From an optimization exercise on the open Yosys and OpenROAD flow, aimed at small area, a short achievable clock period and few clock cycles; shortcuts taken in it are not production practice.
The RTL was checked by simulation tests, not by an equivalence proof against the original design.
Power is estimated from default activity; no workload was simulated.

==> flow/design.v (excerpt) <==
module autd3_cpu (
    input  wire        clk,
    input  wire        rst,
    input  wire        frame_valid,
    input  wire        tick_valid,
    output wire        evt_ready,
    output reg  [6:0]  hdr_addr,
    input  wire [7:0]  hdr_data,
    output reg  [7:0]  bulk_addr,
    input  wire [15:0] bulk_data,
    output reg         bus_valid,
    output reg         bus_we,
    output reg  [2:0]  bus_bank,
    output reg  [13:0] bus_addr,
    output reg  [15:0] bus_wdata,
    input  wire        bus_ready,
    input  wire [15:0] bus_rdata,
    input  wire [63:0] dc_now,
    input  wire [63:0] dc_next_start,
    input  wire [63:0] dc_period,
    output reg  [15:0] tx_ack
);
    localparam [63:0] SYNC_GUARD = 64'd200000;
    localparam [1:0] MODE_FULL       = 2'd0;
    localparam [1:0] MODE_PHASE_FULL = 2'd1;
    localparam [1:0] MODE_PHASE_HALF = 2'd2;
    reg s_idle;                 
    reg s_h0, s_h1, s_h2, s_h3;                       
    reg s_cdrv, s_creg;                               
    reg s_drv, s_mhead, s_mbyte, s_mseg, s_mend, s_mcyc, s_mflg;    
    reg s_sbdiv, s_pw, s_pseg, s_gw, s_gseg, s_ssend;               
  ...
Size in the first run: about 2000 cells after synthesis, roughly 350 flip-flops.
==> flow/config.mk <==
export PLATFORM = sky130hd
export DESIGN_NAME = autd3_cpu
export DESIGN_NICKNAME = autd3_cpu
export VERILOG_FILES = /design/flow/design.v
export SDC_FILE = /design/flow/constraint.sdc
export NUM_CORES = 4
export LEC_CHECK = 0
export CAP_MARGIN = 20
export CORE_MARGIN = 2
export CORE_UTILIZATION = 55
export CTS_BUF_LIST = sky130_fd_sc_hd__clkbuf_8
export CTS_CLUSTER_SIZE = 25
export PLACE_DENSITY = 0.7
export SETUP_SLACK_MARGIN = 5
export SLEW_MARGIN = 20
==> flow/constraint.sdc <==
create_clock -name core_clock -period 9.0 [get_ports {clk}]
set_input_delay 1.8000 -clock core_clock [delete_from_list [all_inputs] [get_ports {clk}]]
set_output_delay 1.8000 -clock core_clock [all_outputs]
set_load 0.01 [all_outputs]
standard.sh (not shown) runs the stock make flow with config.mk's settings and CLKGATE_MAP_FILE= SYNTH_SCRIPT=/design/flow/synth_recipe.tcl, a recipe that flattens the netlist after the stock synthesis.
==> flow/flow/run.sh <==
#!/bin/bash
# Standard layout, with the port buffers made from sky130_fd_sc_hd__buf_1
# instead of the delay cell buffer_ports picks by default, and timing repair
# aiming at a setup slack of 5.8 ns.
set -euo pipefail
bash standard.sh "BUFFER_PORTS_ARGS=-buffer_cell sky130_fd_sc_hd__buf_1" SETUP_SLACK_MARGIN=5.8 finish > standard_flow.log 2>&1
The first run finished with timing, DRC and antenna clean.
Testbench counts at the start, summed over its fixed seeds: cycles 64,257.
Then changed:
==> flow/flow/run.sh (replaced) <==
#!/bin/bash
# Standard layout, with the port buffers made from sky130_fd_sc_hd__buf_1
# instead of the delay cell buffer_ports picks by default, and timing repair
# aiming at a setup slack of 5.6 ns.
set -euo pipefail
bash standard.sh "BUFFER_PORTS_ARGS=-buffer_cell sky130_fd_sc_hd__buf_1" SETUP_SLACK_MARGIN=5.6 finish > standard_flow.log 2>&1
Outcome: The new run ran to the end with no violations; routed wire length drops by 0.95%; via count shrinks by 1.6%; clock skew falls by 14 ps; clock power rose by about 4%; cell area went down by 2.1%; hold slack is worse by 8.5 ps; die area does not change; total power grows by 1.1%; global-route usage is lower by 0.14 points.
Then changed:
==> flow/flow/run.sh (replaced) <==
#!/bin/bash
# Standard layout, with the port buffers made from sky130_fd_sc_hd__buf_1
# instead of the delay cell buffer_ports picks by default, and timing repair
# aiming at a setup slack of 5.9 ns.
set -euo pipefail
bash standard.sh "BUFFER_PORTS_ARGS=-buffer_cell sky130_fd_sc_hd__buf_1" SETUP_SLACK_MARGIN=5.9 finish > standard_flow.log 2>&1
What happened:
- cell area goes up by a few percent
- total power went up slightly
- die area stays the same
- register-to-register slack improved by 60 ps
- clock skew came out higher by 11 ps
- hold slack is about the same
- setup slack gets better by 140 ps
- clock-buffer cell count falls by 8
- first-iteration DRC count shrinks by a few percent
- wire length hardly moves
Then changed:
==> flow/flow/run.sh (replaced) <==
#!/bin/bash
# Standard layout, with the port buffers made from sky130_fd_sc_hd__buf_1
# instead of the delay cell buffer_ports picks by default, and timing repair
# aiming at a setup slack of 6.0 ns.
set -euo pipefail
bash standard.sh "BUFFER_PORTS_ARGS=-buffer_cell sky130_fd_sc_hd__buf_1" SETUP_SLACK_MARGIN=6.0 finish > standard_flow.log 2>&1
Wire length rises by 3.2%.
Total power falls by 0.39%.
Worst setup slack degrades by 82 ps.
Sequential power barely changes.
Design area rises by 2.7%.

========
== job 101 ==
Another version of the RTL of autd3_cpu (not shown whole).
For scale: ~2000 cells after synthesis, ~350 flip-flops, ~300 I/O pins.
## autd3_cpu
module autd3_cpu (
    input  wire        clk,
    input  wire        rst,
    input  wire        frame_valid,
    input  wire        tick_valid,
    output wire        evt_ready,
    output reg  [6:0]  hdr_addr,
    input  wire [7:0]  hdr_data,
    output reg  [7:0]  bulk_addr,
    input  wire [15:0] bulk_data,
    output reg         bus_valid,
    output reg         bus_we,
    output reg  [2:0]  bus_bank,
    output reg  [13:0] bus_addr,
    output reg  [15:0] bus_wdata,
    input  wire        bus_ready,
    input  wire [15:0] bus_rdata,
    input  wire [63:0] dc_now,
    input  wire [63:0] dc_next_start,
    input  wire [63:0] dc_period,
    output reg  [15:0] tx_ack
);
clock: 9.0 ns
lec_check: 0
cap_margin: 20
core_margin: 2
core_utilization: 60
place_density: 0.72
setup_slack_margin: 5
slew_margin: 20
==> flow/flow/run.sh <==
#!/bin/bash
# Standard layout, with the port buffers made from sky130_fd_sc_hd__buf_1
# instead of the delay cell buffer_ports picks by default, and timing repair
# aiming at a setup slack of 5.6 ns.
set -euo pipefail
bash standard.sh "BUFFER_PORTS_ARGS=-buffer_cell sky130_fd_sc_hd__buf_1" SETUP_SLACK_MARGIN=5.6 finish > standard_flow.log 2>&1
Testbench counts of job 101, summed over its fixed seeds: cycles 64,321.
diff inputs: job 101 => job 102
- swapping 0.72 for 0.7 in PLACE_DENSITY
- swapping 60 for 55 in CORE_UTILIZATION
Results
- NOTE clock-net power job 101->job 102 decreased by a few percent
- Job 102 vs. job 101: upper clock frequency limit up about 0.6%; internal power consumption moved down; number of buffers created by CTS went up 2; placeable core region increased about 9%.
- The end point of the critical path comes out hdr_addr[1] in one run and nlen[3] in the other, namely in job 101 and job 102 respectively.
- Biggest fanout along the worst timing path was lower in job 102 than in job 101.
- Going from job 101 to job 102, the routed via count divided by cell count was found to have gone down by 3.6%.
Inputs modified between job 102 and job 103:
- CTS_CLUSTER_SIZE: unset -> 20
- CTS_BUF_LIST: unset -> sky130_fd_sc_hd__clkbuf_4 sky130_fd_sc_hd__clkbuf_8
Met2 routed wirelength (job 103 over job 102): decrease, 1.7%
Per the comparison of job 103 with job 102, total power draw went down by 2.9%, number of iterations in the first detailed-routing pass went up by 4.
The beginning of the critical path comes out bus_ready in one run and bulk_data[10] in the other, namely in job 103 and job 102 respectively.
Any difference in share of cell area taken by multi-input logic gates between job 103 and job 102 is small enough to ignore.
In the tables for job 103 and job 102, final critical-path setup slack reads lower with job 102.
Diff job 102 -> job 103 | final area | down slightly
## Diff of input files: job 104 against job 103
- PLACE_DENSITY changed from 0.7 to 0.6
- CTS_CLUSTER_SIZE removed (was 20)
- CORE_UTILIZATION changed from 55 to 40
- CTS_BUF_LIST removed (was sky130_fd_sc_hd__clkbuf_4 sky130_fd_sc_hd__clkbuf_8)
==> flow/flow/run.sh <==
#!/bin/bash
# Standard layout, with the port buffers made from sky130_fd_sc_hd__buf_1
# instead of the delay cell buffer_ports picks by default, and timing repair
# aiming at a setup slack of 6.0 ns.
set -euo pipefail
bash standard.sh "BUFFER_PORTS_ARGS=-buffer_cell sky130_fd_sc_hd__buf_1" SETUP_SLACK_MARGIN=6.0 finish > standard_flow.log 2>&1
==> comparison <==
Compare job 103 and job 104 | global-route track usage on met3 higher: job 103
Run comparison: job 104 timing endpoint of the critical path bus_wdata[7]; job 103 timing endpoint of the critical path bus_wdata[1]
Compared with job 103, job 104 shows sequential share of layout area lower by 3.1 points.
Final area: job 104 vs job 103 up 1900 µm²
Looking at group with the largest share of power, the sequential cells result is from job 103; the clock one comes from job 104.
Changes in job 105 relative to job 104:
- PLACE_DENSITY: 0.6 -> 0.7
- CTS_CLUSTER_SIZE: unset -> 25
- CORE_UTILIZATION: 40 -> 55
- CTS_BUF_LIST: unset -> sky130_fd_sc_hd__clkbuf_8
==> flow/flow/run.sh <==
#!/bin/bash
# Standard layout, with the port buffers made from sky130_fd_sc_hd__buf_1
# instead of the delay cell buffer_ports picks by default, and timing repair
# aiming at a setup slack of 5.6 ns.
set -euo pipefail
bash standard.sh "BUFFER_PORTS_ARGS=-buffer_cell sky130_fd_sc_hd__buf_1" SETUP_SLACK_MARGIN=5.6 finish > standard_flow.log 2>&1
### Flow results
- Cell with the biggest individual delay on the critical path: sky130_fd_sc_hd__a222oi_1 -> job 105, sky130_fd_sc_hd__nor4_4 -> job 104
- [compare] base=job 104 new=job 105: final instance count without filler cells went down, met1 global-route usage went up, proportion of total power due to net switching went down.
- Delta(via-per-instance ratio, job 105 - job 104) > 0
- Job 104 → job 105: flip-flop and latch count was more or less identical, global routing usage summed across all routing layers went up by 5.3 points.

========
autd3_cpu, a different RTL version from the one above (not shown whole).
For scale: ~2200 cells after synthesis, ~320 flip-flops, roughly 300 I/O pins, roughly 0.020 mm² of cells after synthesis.
Settings: LEC_CHECK=0, CAP_MARGIN=20, CORE_MARGIN=2, CORE_UTILIZATION=40, PLACE_DENSITY=0.6, SETUP_SLACK_MARGIN=5, SLEW_MARGIN=20; clock period 9.0 ns.
run.sh (not shown) runs the stock make flow with config.mk's settings and CLKGATE_MAP_FILE= SYNTH_SCRIPT=/design/flow/synth_recipe.tcl, a recipe that flattens the netlist after the stock synthesis.
Stock flow here: none of the scripts above is used.
Testbench counts at the start, summed over its fixed seeds: cycles 63,898.
Change:
CORE_UTILIZATION = 65   (was 40)
PLACE_DENSITY = 0.75   (was 0.6)
SETUP_SLACK_MARGIN = unset   (was 5)
The changed run went through all stages and came out clean.
Core utilization rose by 27 points.
Wire length fell by about 3%.
Die area fell by 38%.
Combinational power fell by about 8%.
Non-clock buffer count fell by 72.
Worst setup slack gets worse by 1500 ps.
Total power fell by about 3.7%.
Clock skew fell by 4.9 ps.
Change:
CORE_UTILIZATION = 40   (was 65)
PLACE_DENSITY = 0.6   (was 0.75)
Global-route usage came out lower by 18 points. Via count came out lower by a little under a tenth. Clock-buffer cell count came out higher by 6. Setup slack is better by 290 ps. Power came out higher slightly. Flip-flop and latch count stays the same. Core utilization came out lower by 30 points. Cell count came out higher by roughly a tenth. Combinational power hardly moves. Final area came out higher slightly.

========
autd3_cpu, a different RTL version from the one above (not shown whole).
Size: ~2000 cells after synthesis, ~300 I/O pins, ~18000 um^2 of cells after synthesis.
// autd3_cpu
module autd3_cpu (
    input  wire        clk,
    input  wire        rst,
    input  wire        frame_valid,
    input  wire        tick_valid,
    output wire        evt_ready,
    output reg  [6:0]  hdr_addr,
    input  wire [7:0]  hdr_data,
    output reg  [7:0]  bulk_addr,
    input  wire [15:0] bulk_data,
    output reg         bus_valid,
    output reg         bus_we,
    output reg  [2:0]  bus_bank,
    output reg  [13:0] bus_addr,
    output reg  [15:0] bus_wdata,
    input  wire        bus_ready,
    input  wire [15:0] bus_rdata,
    input  wire [63:0] dc_now,
    input  wire [63:0] dc_next_start,
    input  wire [63:0] dc_period,
    output reg  [15:0] tx_ack
);
export LEC_CHECK = 0
export CAP_MARGIN = 20
export CORE_MARGIN = 2
export CORE_UTILIZATION = 55
export CTS_BUF_LIST = sky130_fd_sc_hd__clkbuf_8
export CTS_CLUSTER_SIZE = 25
export PLACE_DENSITY = 0.7
export SETUP_SLACK_MARGIN = 5
export SLEW_MARGIN = 20
create_clock -name core_clock -period 9.0 [get_ports {clk}]
standard.sh (not shown) runs the stock make flow with config.mk's settings and CLKGATE_MAP_FILE= SYNTH_SCRIPT=/design/flow/synth_recipe.tcl, a recipe that flattens the netlist after the stock synthesis.
==> flow/flow/run.sh <==
#!/bin/bash
# Standard layout, with the port buffers made from sky130_fd_sc_hd__buf_1
# instead of the delay cell buffer_ports picks by default, and timing repair
# aiming at a setup slack of 5.7 ns.
set -euo pipefail
bash standard.sh "BUFFER_PORTS_ARGS=-buffer_cell sky130_fd_sc_hd__buf_1" SETUP_SLACK_MARGIN=5.7 finish > standard_flow.log 2>&1
Testbench counts at the start, summed over its fixed seeds: cycles 64,577.
Edit:
==> flow/flow/run.sh (replaced) <==
#!/bin/bash
# Standard layout, with the port buffers made from sky130_fd_sc_hd__buf_1
# instead of the delay cell buffer_ports picks by default, and timing repair
# aiming at a setup slack of 5.8 ns.
set -euo pipefail
bash standard.sh "BUFFER_PORTS_ARGS=-buffer_cell sky130_fd_sc_hd__buf_1" SETUP_SLACK_MARGIN=5.8 finish > standard_flow.log 2>&1
=>
- total power goes down slightly
- fmax goes up slightly
- non-clock buffer count goes up by 19
- hold slack barely changes
- die area stays the same
- register-to-register slack gets better by 0.05 ns
- worst setup slack gets better by 0.053 ns

========
autd3_cpu, a different RTL version from the one above (not shown whole).
Size in the first run: roughly 350 flip-flops, roughly 300 I/O pins.
Settings: LEC_CHECK=0, CAP_MARGIN=20, CORE_MARGIN=2, CORE_UTILIZATION=55, CTS_BUF_LIST=sky130_fd_sc_hd__clkbuf_8, CTS_CLUSTER_SIZE=25, PLACE_DENSITY=0.7, SETUP_SLACK_MARGIN=5, SLEW_MARGIN=20; clock period 9.0 ns.
==> flow/flow/run.sh <==
#!/bin/bash
# Standard layout, with the port buffers made from sky130_fd_sc_hd__buf_1
# instead of the delay cell buffer_ports picks by default, and timing repair
# aiming at a setup slack of 5.75 ns.
set -euo pipefail
bash standard.sh "BUFFER_PORTS_ARGS=-buffer_cell sky130_fd_sc_hd__buf_1" SETUP_SLACK_MARGIN=5.75 finish > standard_flow.log 2>&1
Testbench counts at the start, summed over its fixed seeds: cycles 64,513.
Next try:
==> flow/flow/run.sh (replaced) <==
#!/bin/bash
# Standard layout, with the port buffers made from sky130_fd_sc_hd__buf_1
# instead of the delay cell buffer_ports picks by default, and timing repair
# aiming at a setup slack of 5.85 ns.
set -euo pipefail
bash standard.sh "BUFFER_PORTS_ARGS=-buffer_cell sky130_fd_sc_hd__buf_1" SETUP_SLACK_MARGIN=5.85 finish > standard_flow.log 2>&1
This time the run reached the layout checks and failed them: max-capacitance violations, max-slew violations. Critical path depth fell by 6. Final cell count increases by 0.39%. Synthesized cell count does not change. Power rose by 3.8%. First-iteration DRC count grows by 28%. Setup slack gets worse by 0.012 ns. Design area grows by 1.7%. Core utilization went up by 1.1 points.

========
autd3_cpu, a different RTL version from the one above (not shown whole).
Size in the first run: ~330 flip-flops, roughly 300 I/O pins, roughly 20000 sq um of cells after synthesis.
clock: 9.0 ns
lec_check: 0
cap_margin: 20
core_margin: 2
core_utilization: 40
place_density: 0.6
setup_slack_margin: 5
slew_margin: 20
==> flow/flow/run.sh <==
#!/bin/bash
# Standard layout, with the port buffers made from sky130_fd_sc_hd__buf_1
# instead of the delay cell buffer_ports picks by default, and timing repair
# aiming at a setup slack of 5.75 ns.
set -euo pipefail
bash standard.sh "BUFFER_PORTS_ARGS=-buffer_cell sky130_fd_sc_hd__buf_1" SETUP_SLACK_MARGIN=5.75 finish > standard_flow.log 2>&1
Testbench counts at the start, summed over its fixed seeds: cycles 64,321.
Change:
==> flow/run.sh (new file) <==
#!/bin/bash
# synth_recipe.tcl (not shown) runs the flow's synth.tcl, then flattens the netlist and writes it again
# the make line also repeats each setting of config.mk as NAME=value (left out here)
make -C /OpenROAD-flow-scripts/flow DESIGN_CONFIG=/design/flow/config.mk WORK_HOME=/design/flow/orfs CLKGATE_MAP_FILE= SYNTH_SCRIPT=/design/flow/synth_recipe.tcl finish
removed: flow/flow/run.sh
removed: flow/standard.sh
Outcome: Design area goes up by 4.5%. Total power goes up by 0.75%. Area after synthesis stays the same. Routed wire length goes up by 2.0%. Core utilization goes up by 2.2 points.
Change:
==> flow/flow/run.sh (new file) <==
#!/bin/bash
# Standard layout, with the port buffers made from sky130_fd_sc_hd__buf_1
# instead of the delay cell buffer_ports picks by default, and timing repair
# aiming at a setup slack of 5.6 ns.
set -euo pipefail
bash standard.sh "BUFFER_PORTS_ARGS=-buffer_cell sky130_fd_sc_hd__buf_1" SETUP_SLACK_MARGIN=5.6 finish > standard_flow.log 2>&1
==> flow/standard.sh (new file) <==
#!/bin/bash
# synth_recipe.tcl (not shown) runs the flow's synth.tcl, then flattens the netlist and writes it again
# the make line also repeats each setting of config.mk as NAME=value (left out here)
make -C /OpenROAD-flow-scripts/flow DESIGN_CONFIG=/design/flow/config.mk WORK_HOME=/design/flow/orfs CLKGATE_MAP_FILE= SYNTH_SCRIPT=/design/flow/synth_recipe.tcl "${@:-finish}"
removed: flow/run.sh
The new run finished with timing, DRC and antenna clean.
Count of clock-buffer cells in the layout climbs by 3.
Routed wire length drops by 2.1%.
Synthesized area does not change.
Power drops by 4.7%.
Final area drops by 5.7%.
Synthesized cell count is unchanged.
Maximum frequency climbs by 18%.
Critical path depth is unchanged.
Die area stays the same.
Change:
==> flow/flow/run.sh (replaced) <==
#!/bin/bash
# Standard layout, with the port buffers made from sky130_fd_sc_hd__buf_1
# instead of the delay cell buffer_ports picks by default, and timing repair
# aiming at a setup slack of 6.2 ns.
set -euo pipefail
bash standard.sh "BUFFER_PORTS_ARGS=-buffer_cell sky130_fd_sc_hd__buf_1" SETUP_SLACK_MARGIN=6.2 finish > standard_flow.log 2>&1
=>
- maximum frequency rises by 1.6%
- critical path depth rises by 5
- clock skew falls by 0.015 ns
- utilization rises by 6.1 points
- non-clock buffer count rises by 133
- area after synthesis is unchanged
- final cell count rises by 4.3%
- count of clock-buffer cells in the layout falls by 4
- die area stays the same
- hold slack gets worse by 0.0033 ns
- register-to-register slack is about the same

## afterwards: timing with drivers on the ports
Ports are ideal in the flow. The routed layouts listed here were re-timed in OpenROAD.
Step 1 assumes that a clkbuf_16 drives the clock port and a buf_2 every other input.
Step 2 also shifts input and output timing later by t, the mid clock arrival at the registers, as if the neighbouring blocks saw the same clock.
Three values: no drivers, after step 1, after step 2; two values: the first two.
| run | t (ns) | setup slack, ns | hold slack, ns | clock arrival spread, ns | slew at the worst register clock pin (ns) |
|---|---|---|---|---|---|
| the first run of note 1 | 0.673 | 5.817 / 5.782 / 5.127 | 0.465 / 0.465 / 0.465 | 0.045 / 0.045 | 0.07 / 0.07 |
| the second run of note 1 | 0.669 | 5.635 / 5.664 / 4.996 | 0.457 / 0.457 / 0.457 | 0.025 / 0.025 | 0.07 / 0.07 |
| the third run of note 1 | 0.667 | 5.772 / 5.772 / 5.120 | 0.457 / 0.457 / 0.457 | 0.036 / 0.036 | 0.07 / 0.07 |
| the fourth run of note 1 | 0.709 | 5.691 / 5.691 / 5.063 | 0.459 / 0.459 / 0.459 | 0.029 / 0.030 | 0.07 / 0.07 |
| job 101 | 0.576 | 5.630 / 5.656 / 5.080 | 0.465 / 0.465 / 0.465 | 0.022 / 0.022 | 0.07 / 0.07 |
| job 102 | 0.593 | 5.651 / 5.684 / 5.091 | 0.464 / 0.464 / 0.464 | 0.018 / 0.019 | 0.06 / 0.06 |
| job 103 | 0.648 | 5.661 / 5.684 / 5.036 | 0.467 / 0.467 / 0.467 | 0.030 / 0.030 | 0.07 / 0.07 |
| job 104 | 0.631 | 5.779 / 5.813 / 5.181 | 0.477 / 0.477 / 0.477 | 0.037 / 0.037 | 0.07 / 0.07 |
| job 105 | 0.643 | 5.653 / 5.675 / 5.032 | 0.469 / 0.469 / 0.469 | 0.037 / 0.037 | 0.07 / 0.07 |
| the first run of note 3 | 0.625 | 3.484 / 3.484 / 3.377 | 0.461 / 0.461 / 0.461 | 0.033 / 0.034 | 0.07 / 0.07 |
| the second run of note 3 | 0.581 | 1.992 / 1.992 / 1.992 | 0.458 / 0.458 / 0.458 | 0.020 / 0.020 | 0.07 / 0.07 |
| the third run of note 3 | 0.616 | 2.284 / 2.284 / 2.284 | 0.460 / 0.460 / 0.460 | 0.026 / 0.026 | 0.06 / 0.06 |
| the first run of note 4 | 0.642 | 5.648 / 5.648 / 5.103 | 0.411 / 0.411 / 0.411 | 0.040 / 0.040 | 0.07 / 0.07 |
| the second run of note 4 | 0.679 | 5.701 / 5.701 / 5.117 | 0.409 / 0.409 / 0.409 | 0.022 / 0.022 | 0.07 / 0.07 |
| the first run of note 5 | 0.656 | 5.739 / 5.720 / 5.122 | 0.413 / 0.413 / 0.413 | 0.039 / 0.040 | 0.07 / 0.07 |
| the second run of note 5 | 0.677 | 5.727 / 5.743 / 5.066 | 0.406 / 0.406 / 0.406 | 0.040 / 0.040 | 0.07 / 0.07 |
| the first run of note 6 | 0.632 | 5.630 / 5.630 / 5.201 | 0.454 / 0.454 / 0.454 | 0.020 / 0.020 | 0.07 / 0.07 |
| the second run of note 6 | 0.632 | 5.040 / 5.040 / 4.476 | 0.450 / 0.450 / 0.450 | 0.024 / 0.024 | 0.07 / 0.07 |
| the third run of note 6 | 0.633 | 5.633 / 5.668 / 5.035 | 0.458 / 0.458 / 0.458 | 0.036 / 0.036 | 0.07 / 0.07 |
| the fourth run of note 6 | 0.628 | 5.687 / 5.687 / 5.269 | 0.455 / 0.455 / 0.455 | 0.022 / 0.022 | 0.07 / 0.07 |
For the first run of note 1, which loses most, drivers alone change the setup slack by -0.035 ns; drivers and shift together by -0.690 ns.
